Context: an optimization exercise on an open-source flow, tuned for small area, a short achievable clock period and few clock cycles per item. The choices shown serve that exercise and are no tape-out recipe. RTL that was checked went through simulation tests only; none was proved equivalent to the original. Power and IR drop assume default switching activity.

==> 01-17 <==
// dtl_hdr_codec
module dtl_hdr_codec (
    input  wire         clk,
    input  wire         rst,
    input  wire         cmd_valid,
    output wire         cmd_ready,
    input  wire         cmd_op,        
    input  wire         cmd_scr_en,    
    input  wire [11:0]  b_plen,
    input  wire [11:0]  b_seq,
    input  wire [3:0]   b_mod,
    input  wire [3:0]   b_fec,
    input  wire [7:0]   b_flen,
    input  wire [7:0]   b_cwid,
    input  wire [13:0]  b_off,
    input  wire [13:0]  b_short,
    input  wire [3:0]   b_emod,
    input  wire [3:0]   b_efec,
    input  wire [767:0] hdr_in,
    output wire         res_valid,
    output wire [95:0]  hdr_out,       
    output wire         res_ok,        
    output wire [11:0]  r_plen,
    output wire [11:0]  r_seq,
    output wire [3:0]   r_mod,
    output wire [3:0]   r_fec,
    output wire [7:0]   r_flen,
    output wire [7:0]   r_cwid,
    output wire [13:0]  r_off,
    output wire [13:0]  r_short,
    output wire [3:0]   r_emod,
    output wire [3:0]   r_efec
);
Settings: LEC_CHECK=0, CAP_MARGIN=20, CORE_AREA=10 10 290 290, DIE_AREA=0 0 300 300, PLACE_DENSITY=0.7, SETUP_SLACK_MARGIN=3.05, SLEW_MARGIN=20, SYNTH_HIERARCHICAL=1, SYNTH_MINIMUM_KEEP_SIZE=0, TNS_END_PERCENT=30; clock period 5.0 ns.
standard.sh (not shown) runs the stock make flow with config.mk's settings and CLKGATE_MAP_FILE= SYNTH_SCRIPT=/design/flow/synth_recipe.tcl, a recipe that flattens the netlist after the stock synthesis.
==> flow/flow/run.sh <==
#!/bin/bash
# The standard layout, with these changes to how it is made:
#  - the port buffers are made from the smallest buffer cell (buf_1);
#  - the pins of each header bit sit side by side (flow/io.tcl);
#  - clock tree synthesis adds no dummy loads;
#  - the port buffers of the CRC and check outputs are buf_4 (flow/outbuf.tcl);
#  - after floorplan, every combinational cell is set to the smallest drive
#    strength of its footprint, so that the later timing repair sizes up
#    only what the timing needs.
# Each tool's output goes to a log of its own in the work folder.
set -euo pipefail
cd "$(dirname "$0")/.."
W=$PWD
R=$W/orfs/results/${FLOW_PLATFORM:-sky130hd}/dtl_hdr_codec/base
PB="BUFFER_PORTS_ARGS=-buffer_cell sky130_fd_sc_hd__buf_1"
IO="PRE_IO_PLACEMENT_TCL=$W/flow/io.tcl"
CTS="CTS_ARGS=-sink_clustering_enable -repair_clock_nets -dont_use_dummy_load"
bash standard.sh "$PB" "$IO" floorplan > flow_make_floorplan.log 2>&1
RESULTS=$R openroad -no_init -exit flow/downsize.tcl > flow_downsize.log 2>&1
bash standard.sh "$PB" "$IO" place > flow_make_place.log 2>&1
RESULTS=$R openroad -no_init -exit flow/outbuf.tcl > flow_outbuf.log 2>&1
bash standard.sh "$PB" "$IO" "$CTS" finish > flow_make_finish.log 2>&1
Other scripts of this flow, unchanged in this note and not shown: flow/flow/downsize.tcl, flow/flow/io.tcl, flow/flow/outbuf.tcl
==> 01-18: changes against 01-17 <==
SETUP_SLACK_MARGIN = 2.9   (was 3.05)
==> summary.txt <==
status - timing/DRC/antenna clean
fraction of area in registers - 36.2%
CP Depth - 1
met3 usage - 2.75%
fin nets - 1809
Max-slew headroom - 60.2%
CP Class - reg2out
Max Fclk - 474 MHz
R2R depth - 8
routed vias - 5220
clock network share of area - 3.99%
fraction of area in multi-input gates - 33.6%
global-route wire length before repair - 49400 um
-- figures above: 01-18

==> summary.txt <==
RR Endpoint - b_ok
fraction of area in registers - 34.3%
Max Fclk - 486 MHz
met3 usage - 2.98%
status - timing/DRC/antenna clean
CP Depth - 9
fin nets - 1816
Max-slew headroom - 58.7%
Top delay family on crit path - XOR/XNOR gates
fraction of area in multi-input gates - 32.1%
CP Class - reg2reg
global-route wire length before repair - 50900 um
RSZ-0062 raised after global routing - yes
R2R depth - 9
clock network share of area - 3.60%
routed vias - 5441
-- figures above: 01-17

Testbench counts of 01-17, summed over its fixed seeds: cycles 976, items 960.
Testbench counts of 01-18, summed over its fixed seeds: cycles 976, items 960.

==> wip/ember <==
dtl_hdr_codec, a different RTL version from the one above (not shown whole).
clock: 5.0 ns
lec_check: 0
cap_margin: 20
core_area: 10 10 290 290
die_area: 0 0 300 300
setup_slack_margin: 2.9
slew_margin: 20
synth_hierarchical: 1
synth_minimum_keep_size: 0
tns_end_percent: 100
==> flow/flow/run.sh <==
#!/bin/bash
# The standard layout, with two changes to how the cells are sized:
#  - the port buffers are made from the smallest buffer cell (buf_1);
#  - after floorplan, every combinational cell is set to the smallest drive
#    strength of its footprint, so that the later timing repair sizes up
#    only what the timing needs.
# Each tool's output goes to a log of its own in the work folder.
set -euo pipefail
cd "$(dirname "$0")/.."
W=$PWD
R=$W/orfs/results/${FLOW_PLATFORM:-sky130hd}/dtl_hdr_codec/base
PB="BUFFER_PORTS_ARGS=-buffer_cell sky130_fd_sc_hd__buf_1"
bash standard.sh "$PB" floorplan > flow_make_floorplan.log 2>&1
RESULTS=$R openroad -no_init -exit flow/downsize.tcl > flow_downsize.log 2>&1
bash standard.sh "$PB" finish > flow_make_finish.log 2>&1
==> flow/flow/downsize.tcl <==
# Set every combinational cell of 2_floorplan.odb to the smallest drive
# strength (_1) of its footprint. Registers, clock cells and tie cells stay.
set lib $::env(FLOW_HOME)/platforms/sky130hd/lib/sky130_fd_sc_hd__tt_025C_1v80.lib
read_liberty $lib
read_db $::env(RESULTS)/2_floorplan.odb
set db [ord::get_db]
set n 0
foreach inst [[ord::get_db_block] getInsts] {
  set m [[$inst getMaster] getName]
  if {![regexp {^(sky130_fd_sc_hd__[a-z0-9]+)_([0-9]+)$} $m -> base size]} { continue }
  if {$size == 1} { continue }
  if {[regexp {__(df|sdf|edf|dl|clk|conb|tap|fill|decap|diode|probe|lpflow)} $base]} { continue }
  set target ${base}_1
  set tm [$db findMaster $target]
  if {$tm == "NULL" || $tm == ""} { continue }
  puts "downsize [$inst getName] $m -> $target"
  $inst swapMaster $tm
  incr n
}
puts "downsized $n cells"
write_db $::env(RESULTS)/2_floorplan.odb
==> inputs of wip/garnet, as changes to wip/ember <==
--- a/flow/design.v
+++ b/flow/design.v
@@ -431,104 +431,104 @@
     dtl_xor2  u_n179 (.a(n96), .b(n142), .y(n179));
     wire n180;
     dtl_xor2  u_n180 (.a(n97), .b(n140), .y(n180));
     wire n181;
     dtl_xor2  u_n181 (.a(n145), .b(n93), .y(n181));
     wire n182;
-    dtl_xor2  u_n182 (.a(n147), .b(n149), .y(n182));
+    dtl_xnor2 u_n182 (.a(n147), .b(n149), .y(n182));
     wire n183;
-    dtl_xor2  u_n183 (.a(n156), .b(n154), .y(n183));
+    dtl_xnor2 u_n183 (.a(n156), .b(n154), .y(n183));
     wire n184;
     dtl_xor2  u_n184 (.a(n89), .b(n155), .y(n184));
     wire n185;
-    dtl_xor2  u_n185 (.a(n150), .b(n151), .y(n185));
+    dtl_xnor2 u_n185 (.a(n150), .b(n151), .y(n185));
     wire n186;
     dtl_xor2  u_n186 (.a(n157), .b(n158), .y(n186));
     wire n187;
-    dtl_xor2  u_n187 (.a(n148), .b(n120), .y(n187));
+    dtl_xnor2 u_n187 (.a(n148), .b(n120), .y(n187));
     wire n188;
     dtl_xnor2 u_n188 (.a(n159), .b(n160), .y(n188));
     wire n189;
     dtl_xor2  u_n189 (.a(n163), .b(n162), .y(n189));
     wire n190;
-    dtl_xor2  u_n190 (.a(n161), .b(n153), .y(n190));
+    dtl_xnor2 u_n190 (.a(n161), .b(n153), .y(n190));
     wire n191;
     dtl_xor2  u_n191 (.a(n127), .b(n165), .y(n191));
     wire n192;
-    dtl_xor2  u_n192 (.a(n164), .b(n166), .y(n192));
+    dtl_xnor2 u_n192 (.a(n164), .b(n166), .y(n192));
     wire n193;
     dtl_xor2  u_n193 (.a(n152), .b(n167), .y(n193));
     wire n194;
-    dtl_xor2  u_n194 (.a(n169), .b(n151), .y(n194));
+    dtl_xnor2 u_n194 (.a(n169), .b(n151), .y(n194));
     wire n195;
     dtl_xor2  u_n195 (.a(n171), .b(n172), .y(n195));
     wire n196;
     dtl_xor2  u_n196 (.a(n170), .b(n168), .y(n196));
     wire n197;
-    dtl_xor2  u_n197 (.a(n173), .b(n148), .y(n197));
+    dtl_xnor2 u_n197 (.a(n173), .b(n148), .y(n197));
     wire n198;
-    dtl_xor2  u_n198 (.a(n175), .b(n174), .y(n198));
+    dtl_xnor2 u_n198 (.a(n175), .b(n174), .y(n198));
     wire n199;
     dtl_xor2  u_n199 (.a(n146), .b(n153), .y(n199));
     wire n200;
     dtl_xor2  u_n200 (.a(n177), .b(n138), .y(n200));
     wire n201;
     dtl_xor2  u_n201 (.a(n152), .b(n176), .y(n201));
     wire n202;
     dtl_xor2  u_n202 (.a(n144), .b(n180), .y(n202));
     wire n203;
     dtl_xnor2 u_n203 (.a(n179), .b(n150), .y(n203));
     wire n204;
     dtl_xor2  u_n204 (.a(n178), .b(n181), .y(n204));
-    wire n205;
-    dtl_xor2  u_n205 (.a(n185), .b(n183), .y(n205));
-    wire n206;
-    dtl_xnor2 u_n206 (.a(n186), .b(n187), .y(n206));
-    wire n207;
-    dtl_xor2  u_n207 (.a(n190), .b(n182), .y(n207));
-    wire n208;
-    dtl_xnor2 u_n208 (.a(n192), .b(n193), .y(n208));
-    wire n209;
-    dtl_xnor2 u_n209 (.a(n195), .b(n194), .y(n209));
-    wire n210;
-    dtl_xor2  u_n210 (.a(n197), .b(n198), .y(n210));
-    wire n211;
-    dtl_xnor2 u_n211 (.a(n200), .b(n182), .y(n211));
-    wire n212;
-    dtl_xor2  u_n212 (.a(n146), .b(n201), .y(n212));
-    wire n213;
-    dtl_xor2  u_n213 (.a(n204), .b(n202), .y(n213));
-    wire [15:0] p_d = {n213, n212, n211, n210, n209, n208, n207, n206, n205, n203, n199, n196, n191, n189, n188, n184};
+    wire [23:0] p_d = {n204, n203, n202, n201, n200, n199, n198, n197, n196, n195, n194, n193, n192, n191, n190, n189, n188, n187, n186, n185, n184, n183, n182, n146};
     reg                v_q;
     reg  [83:0]        y_q;
     reg                e_q;        
-    reg  [16-1:0] p_q;
+    reg  [24-1:0] p_q;
     always @(posedge clk) begin
         if (rst) v_q <= 1'b0;
         else     v_q <= cmd_valid;
         y_q <= y_d;
         e_q <= cmd_scr_en;
         p_q <= p_d;
     end
     wire q0;
-    dtl_xor2  u_q0 (.a(p_q[7]), .b(p_q[0]), .y(q0));
+    dtl_xor2  u_q0 (.a(p_q[2]), .b(p_q[3]), .y(q0));
     wire q1;
-    dtl_xor2  u_q1 (.a(p_q[1]), .b(p_q[8]), .y(q1));
+    dtl_xor2  u_q1 (.a(p_q[7]), .b(p_q[5]), .y(q1));
     wire q2;
-    dtl_xor2  u_q2 (.a(p_q[9]), .b(p_q[2]), .y(q2));
+    dtl_xor2  u_q2 (.a(p_q[8]), .b(p_q[9]), .y(q2));
     wire q3;
-    dtl_xor2  u_q3 (.a(p_q[3]), .b(p_q[10]), .y(q3));
+    dtl_xor2  u_q3 (.a(p_q[11]), .b(p_q[10]), .y(q3));
     wire q4;
-    dtl_xor2  u_q4 (.a(p_q[4]), .b(p_q[11]), .y(q4));
+    dtl_xor2  u_q4 (.a(p_q[13]), .b(p_q[14]), .y(q4));
     wire q5;
-    dtl_xor2  u_q5 (.a(p_q[5]), .b(p_q[12]), .y(q5));
+    dtl_xor2  u_q5 (.a(p_q[16]), .b(p_q[18]), .y(q5));
     wire q6;
-    dtl_xor2  u_q6 (.a(p_q[13]), .b(p_q[14]), .y(q6));
+    dtl_xor2  u_q6 (.a(p_q[20]), .b(p_q[19]), .y(q6));
     wire q7;
-    dtl_xor2  u_q7 (.a(p_q[15]), .b(p_q[6]), .y(q7));
-    wire [7:0] t = {q7, q6, q5, q4, q3, q2, q1, q0};
+    dtl_xor2  u_q7 (.a(p_q[1]), .b(p_q[0]), .y(q7));
+    wire q8;
+    dtl_xor2  u_q8 (.a(p_q[21]), .b(p_q[22]), .y(q8));
+    wire q9;
+    dtl_xor2  u_q9 (.a(p_q[4]), .b(q0), .y(q9));
+    wire q10;
+    dtl_xor2  u_q10 (.a(q1), .b(p_q[6]), .y(q10));
+    wire q11;
+    dtl_xor2  u_q11 (.a(q2), .b(p_q[1]), .y(q11));
+    wire q12;
+    dtl_xor2  u_q12 (.a(q3), .b(p_q[12]), .y(q12));
+    wire q13;
+    dtl_xor2  u_q13 (.a(q4), .b(p_q[15]), .y(q13));
+    wire q14;
+    dtl_xor2  u_q14 (.a(p_q[17]), .b(q5), .y(q14));
+    wire q15;
+    dtl_xor2  u_q15 (.a(q7), .b(q6), .y(q15));
+    wire q16;
+    dtl_xor2  u_q16 (.a(p_q[23]), .b(q8), .y(q16));
+    wire [7:0] t = {q16, q15, q14, q13, q12, q11, q10, q9};
     assign res_valid = v_q;
     assign hdr_out   = {t, 2'b00, e_q, 1'b0, y_q};
     wire [3:0] ok_a;
     wire [1:0] ok_b;
     dtl_nor2  u_ok_a0 (.a(t[0]), .b(t[1]), .y(ok_a[0]));
     dtl_nor2  u_ok_a1 (.a(t[2]), .b(t[3]), .y(ok_a[1]));
==> comparison table <==
| quantity | wip/ember | wip/garnet |
|---|---|---|
| Worst setup path end | p_q[7]$_DFF_P_ | p_q[18]$_DFF_P_ |
| Status | finished clean | finished clean |
| Met2 GRT Util | 17.5% | 16.2% |
| Netlist area before placement | 0.00643 mm2 | 0.00659 mm2 |
| Final clock-cell share | 2.79% | 2.50% |
| Share of the yosys chip area belonging to registers | 31.8% | 33.4% |
| Fraction of final layout cells with drive strength greater than 1 | 33.1% | 35.2% |
| Clock power frac | 19.6% | 17.0% |
| Cell count along the critical path | 11 | 10 |
| Clock period minus worst slack | 2.91 ns | 2.70 ns |
| Setup Buffers After CTS | 80 | 94 |
| Initial antenna violation count | 10 | 11 |
| Vias in the first global route | 6711 | 6723 |
| Area added between synthesis and finish | 73.5% | 73.2% |
| Routed length on met3 | 3.84 mm | 3.73 mm |
| Cells resized by post-CTS repair | 221 | 219 |
| Highest clock rate | 344 MHz | 371 MHz |
| Placed Instances | 1955 | 1962 |
| CLK BUF | 9 | 10 |
Function was not checked in any run of this note: the RTL went through the layout flow alone.

[afterwards: timing with drivers on the ports]
The flow's constraints put no driver on any port. The routed layouts listed below were extracted and timed again, unchanged, in two steps.
Step 1: set_driving_cell puts a clkbuf_16 on clk and a buf_2 on each other input, an assumption about the parent block.
Step 2 also shifts input and output timing later by t, the mid clock arrival at the registers, as if the neighbouring blocks saw the same clock.
a / b / c = ideal ports / drivers / drivers and shift; a / b = the first two.
run | t, ns | setup WS [ns] | worst setup path at the end | worst register clock-pin slew, ns | pins driven straight from the clock port
01-17 | 0.518 | 2.941 / 2.941 / 2.531 | input to register | 0.08 / 0.08 | 1
01-18 | 0.516 | 2.892 / 2.842 / 2.428 | input to register | 0.08 / 0.08 | 1
wip/ember | 0.416 | 2.091 / 1.899 / 1.483 | input to register | 0.09 / 0.09 | 1
wip/garnet | 0.417 | 2.304 / 2.029 / 1.611 | input to register | 0.08 / 0.08 | 1
After both steps every run listed still meets setup and hold. For wip/garnet, which loses most, drivers alone change the setup slack by -0.275 ns; drivers and shift together by -0.693 ns.
